From an optimization exercise on the open Yosys and OpenROAD flow, aimed at small area; shortcuts taken in it are not production practice. Only simulation tests tie the RTL to the original design; equivalence was not proved. The clock port is modelled as an ideal driver, which makes a skipped or thinned clock tree look cheaper than it is; a real chip needs a root buffer or a tree. Power is estimated from default activity; no workload was simulated.

== job 101 ==
// rfid_frame_decoder
module rfid_frame_decoder (
    input  wire        clk,
    input  wire        rst,       
    input  wire        start,
    input  wire        line_in,
    output wire        busy,
    output wire        done,
    output wire [2:0]  result,
    output wire [39:0] id_out
);
    localparam [2:0] R_NONE     = 3'd0,
                     R_OK       = 3'd1,
                     R_NOCARR   = 3'd2,
                     R_FRAMING  = 3'd3,
                     R_HDR_TO   = 3'd4,
                     R_ROWPAR   = 3'd5,
                     R_COLPAR   = 3'd6,
                     R_TIMEOUT  = 3'd7;
    reg        w;         
    reg [9:0]  cntq;      
    reg [3:0]  row;       
    reg [2:0]  col;       
    reg        dat;       
    reg        rowpar;    
    reg [3:0]  colpar;    
    reg [39:0] idn;       
    localparam [9:0] CPOL = 10'b1010101010;
    wire [9:0] cnt = cntq ^ CPOL;
    wire c_to  = cnt[0] & cnt[1] & cnt[3] & cnt[4] & cnt[5] & cnt[7] & !cnt[8];
    wire c_chk = cnt[1] & cnt[6] & cnt[7];
    localparam [3:0] ROW_START = 4'b0101;
    wire [3:0] row_next  = {row[2:0], row[0] ^ row[3]};
    assign busy = |row;
    wire carrier   = row[0] & row[2];               
    wire hdr_last  = row[0] & !row[2] & !row[3];    
    wire row10     = !row[1] & !row[2];             
  ...
For scale: ~200 cells after synthesis.
clock: 5.0 ns
lec_check: 0
cap_margin: 0
core_margin: 2
core_utilization: 60
gpl_timing_driven: 0
slew_margin: 0
standard.sh (not shown) runs the stock make flow with config.mk's settings and CLKGATE_MAP_FILE= SYNTH_SCRIPT=/design/flow/synth_recipe.tcl, a recipe that flattens the netlist after the stock synthesis.
==> flow/flow/run.sh <==
#!/bin/bash
# Layout flow: the standard flow (standard.sh) with these changes.
#  1. After the standard synthesis, its combinational logic is re-mapped
#     for area (flow/remap.sh): every flip-flop instance of the standard
#     netlist is kept as it is (same names, same cells); only the gates
#     between them are re-optimised by ABC (&deepsyn, then area mapping),
#     trying a few random seeds and keeping the smallest result.
#  2. Port buffers are sky130_fd_sc_hd__buf_1.
#  3. The clock tree is built by flow/manual_cts.tcl: the clock port drives
#     two clkbuf_16 or four clkbuf_8, each driving one placement cluster of
#     flip-flops, whichever is smaller and keeps the clock pin slew low;
#     otherwise TritonCTS with clkbuf_4 buffers and no dummy loads.
#  4. After floorplanning every combinational cell gets the smallest drive
#     of its family (flow/downsize.tcl); the standard repair steps then
#     upsize or buffer wherever slew, load or timing require.
# Each tool's output goes to a log file of its own in this folder.
set -euo pipefail
here=$(pwd)
res="$here/orfs/results/${FLOW_PLATFORM}/rfid_frame_decoder/base"

export BUFFER_PORTS_ARGS="-buffer_cell sky130_fd_sc_hd__buf_1"
export PRE_CTS_TCL="$here/flow/manual_cts.tcl"
export CTS_ARGS="-sink_clustering_enable -repair_clock_nets -dont_use_dummy_load -buf_list sky130_fd_sc_hd__clkbuf_4"
export POST_FLOORPLAN_TCL="$here/flow/downsize.tcl"

bash standard.sh synth > "$here/synth.log" 2>&1
bash "$here/flow/remap.sh" "$res/1_2_yosys.v" > "$here/remap.log" 2>&1
rm -f "$res/1_synth.odb" "$res/1_synth.sdc"
bash standard.sh finish > "$here/standard.log" 2>&1
==> flow/flow/manual_cts.tcl <==
set cts_candidates {
  {sky130_fd_sc_hd__clkbuf_16 2}
  {sky130_fd_sc_hd__clkbuf_8 4}
}
set max_clk_slew 0.115

proc manual_cts {cell nbuf} {
  set block [ord::get_db_block]
  set db [ord::get_db]
  set clknet [$block findNet clk]
  set master [$db findMaster $cell]
  set sinks {}
  foreach it [$clknet getITerms] {
    set inst [$it getInst]
    set bb [$inst getBBox]
    lappend sinks [list $it [expr {([$bb xMin]+[$bb xMax])/2}] [expr {([$bb yMin]+[$bb yMax])/2}]]
  }
  set n [llength $sinks]
  set sorted [lsort -real -index 1 $sinks]
  set centers {}
  for {set k 0} {$k < $nbuf} {incr k} {
    set s [lindex $sorted [expr {int(($k + 0.5) * $n / $nbuf)}]]
    lappend centers [list [lindex $s 1] [lindex $s 2]]
  }
  for {set iter 0} {$iter < 50} {incr iter} {
    set groups {}
    for {set k 0} {$k < $nbuf} {incr k} { lappend groups {} }
    foreach s $sinks {
      set best 0; set bd 1e30
      for {set k 0} {$k < $nbuf} {incr k} {
        set c [lindex $centers $k]
        set d [expr {abs([lindex $s 1]-[lindex $c 0]) + abs([lindex $s 2]-[lindex $c 1])}]
        if {$d < $bd} { set bd $d; set best $k }
      }
      lset groups $best [concat [lindex $groups $best] [list $s]]
    }
    set centers {}
    foreach g $groups {
      set sx 0; set sy 0
      foreach s $g { set sx [expr {$sx + [lindex $s 1]}]; set sy [expr {$sy + [lindex $s 2]}] }
      set m [llength $g]
      if {$m == 0} { set m 1 }
      lappend centers [list [expr {int($sx / $m)}] [expr {int($sy / $m)}]]
    }
  }
  for {set k 0} {$k < $nbuf} {incr k} {
    set g [lindex $groups $k]
    if {[llength $g] == 0} continue
    set buf [odb::dbInst_create $block $master "clkbuf_m_$k"]
    set net [odb::dbNet_create $block "clknet_m_$k"]
    $net setSigType CLOCK
    foreach s $g { set it [lindex $s 0]; $it disconnect; $it connect $net }
    [$buf findITerm A] connect $clknet
    [$buf findITerm X] connect $net
    set c [lindex $centers $k]
    $buf setLocation [lindex $c 0] [lindex $c 1]
    $buf setPlacementStatus PLACED
    puts "manual_cts: $cell clkbuf_m_$k drives [llength $g] sinks"
  }
  $clknet setSigType CLOCK
}

proc undo_manual_cts {nbuf} {
  set block [ord::get_db_block]
  set clknet [$block findNet clk]
  for {set k 0} {$k < $nbuf} {incr k} {
    set buf [$block findInst "clkbuf_m_$k"]
    set net [$block findNet "clknet_m_$k"]
    if {$net ne "NULL" && $net ne ""} {
      foreach it [$net getITerms] {
        if {[$it getInst] ne $buf} { $it disconnect; $it connect $clknet }
      }
    }
    if {$buf ne "NULL" && $buf ne ""} { odb::dbInst_destroy $buf }
    if {$net ne "NULL" && $net ne ""} { odb::dbNet_destroy $net }
  }
}

proc max_clk_pin_slew {} {
  set mx 0
  foreach p [get_pins -hierarchical */CLK] {
    set s [get_property $p slew_max]
    if {$s > $mx} { set mx $s }
  }
  return $mx
}

set manual_done 0
foreach cand $cts_candidates {
  lassign $cand cell nbuf
  manual_cts $cell $nbuf
  set_propagated_clock [all_clocks]
  estimate_parasitics -placement
  set slew [max_clk_pin_slew]
  puts "manual_cts: $nbuf x $cell, estimated worst clock pin slew $slew"
  if {$slew <= $max_clk_slew} {
    set manual_done 1
    break
  }
  undo_manual_cts $nbuf
}

if {$manual_done} {
  rename clock_tree_synthesis _tritoncts_unused
  proc clock_tree_synthesis {args} {
    puts "clock_tree_synthesis skipped: clock buffers were placed by flow/manual_cts.tcl"
  }
} else {
  puts "manual_cts: no candidate met the slew target, using TritonCTS"
}
Other scripts of this flow, unchanged in this note and not shown: flow/flow/dont_use.txt, flow/flow/downsize.tcl, flow/flow/remap.sh
Per the final summary, job 101 finished and its layout is clean on timing, DRC and antenna.
Input-level comparison between job 102 and job 101:
- clearing GPL_TIMING_DRIVEN, which used to be 0
==> comparison <==
Job 102 against job 101: amount of wire on met3 after detailed routing moved down; worst hold margin went up 0.0056 ns; final core utilization rose 0.27 points; quantity of hold-fixing buffers added after cts held steady; routed wire length now larger.
For job 103, these inputs were changed with respect to job 102:
- GPL_TIMING_DRIVEN: unset -> 0
--- a/flow/flow/manual_cts.tcl
+++ b/flow/flow/manual_cts.tcl
@@ -4,3 +4,3 @@
 }
-set max_clk_slew 0.115
+set max_clk_slew 0.120
 
@@ -24,13 +24,30 @@
   }
-  for {set iter 0} {$iter < 50} {incr iter} {
+  # balanced k-means: each buffer drives at most ceil(n / nbuf) sinks; sinks
+  # are assigned greedily, those with the most to lose first
+  set cap [expr {($n + $nbuf - 1) / $nbuf}]
+  for {set iter 0} {$iter < 30} {incr iter} {
+    set order {}
+    foreach s $sinks {
+      set ds {}
+      foreach c $centers {
+        lappend ds [expr {abs([lindex $s 1]-[lindex $c 0]) + abs([lindex $s 2]-[lindex $c 1])}]
+      }
+      set sd [lsort -real $ds]
+      set regret [expr {[llength $sd] > 1 ? [lindex $sd 1] - [lindex $sd 0] : 0}]
+      lappend order [list $regret $s $ds]
+    }
+    set order [lsort -real -decreasing -index 0 $order]
     set groups {}
-    for {set k 0} {$k < $nbuf} {incr k} { lappend groups {} }
-    foreach s $sinks {
-      set best 0; set bd 1e30
+    set used {}
+    for {set k 0} {$k < $nbuf} {incr k} { lappend groups {}; lappend used 0 }
+    foreach o $order {
+      set s [lindex $o 1]
+      set ds [lindex $o 2]
+      set best -1; set bd 1e30
       for {set k 0} {$k < $nbuf} {incr k} {
-        set c [lindex $centers $k]
-        set d [expr {abs([lindex $s 1]-[lindex $c 0]) + abs([lindex $s 2]-[lindex $c 1])}]
-        if {$d < $bd} { set bd $d; set best $k }
+        if {[lindex $used $k] >= $cap} continue
+        if {[lindex $ds $k] < $bd} { set bd [lindex $ds $k]; set best $k }
       }
       lset groups $best [concat [lindex $groups $best] [list $s]]
+      lset used $best [expr {[lindex $used $best] + 1}]
     }
Job 103: done, clean on timing, DRC and antenna
Job 102 → job 103: global-route usage shows a reduction of 1.1 points, fraction of standard cell area in multi-input logic shows no meaningful change, share of cell area taken by flip-flops and latches shows an increase of 0.36 points, switching portion of total power shows no meaningful change.
Register-to-register slack (lower): job 103
What job 103 reported for first-iteration DRC count has to be multiplied by 0.898 to get the figure for job 102.
### job 103 -> job 104
- CORE_UTILIZATION: 60 -> 70
[summary]
Between job 103 and job 104, the die area is higher for job 103.
STATUS power: job 104 loses against job 103
Summary: register-to-register slack, job 104 better than job 103
Comparing the two runs side by side, job 104 comes out behind job 103 on wire length.
Compared with job 103, in job 104 detail-routed via count per cell went up; met2 wire length went up; worst setup slack went up; utilization of the core after routing went up; final clock skew did not really move.
Comparing job 103 with job 104, the sequential share of layout area came out essentially unchanged.
No run of this note takes its clock network from TritonCTS; it comes from the design's own scripts or RTL.

## what the ideal ports hide
The flow's constraints put no driver on any port. The routed layouts listed below were extracted and timed again, unchanged, in two steps. Step 1, drivers: a clkbuf_16 drives clk and a buf_2 each remaining input, both assumed. Step 2 moves the port delays by t, midway between the first and last clock arrival at a register: inputs arrive t later, outputs are due t later. That takes back most of the time a late clock gives input paths. Three values: ideal ports, drivers, drivers and shift; two values: the first two.
run	shift t [ns]	setup slack, ns	worst hold slack (ns)	worst data-port slew with drivers (ns)
job 101	0.204	0.760 / 0.704 / 0.908	0.371 / 0.371 / 0.371	0.03
job 102	0.197	1.402 / 1.347 / 1.544	0.377 / 0.377 / 0.377	0.03
job 103	0.213	0.730 / 0.682 / 0.895	0.374 / 0.374 / 0.374	0.03
job 104	0.212	0.872 / 0.825 / 1.037	0.390 / 0.390 / 0.390	0.03
After both steps every run listed still meets setup and hold.
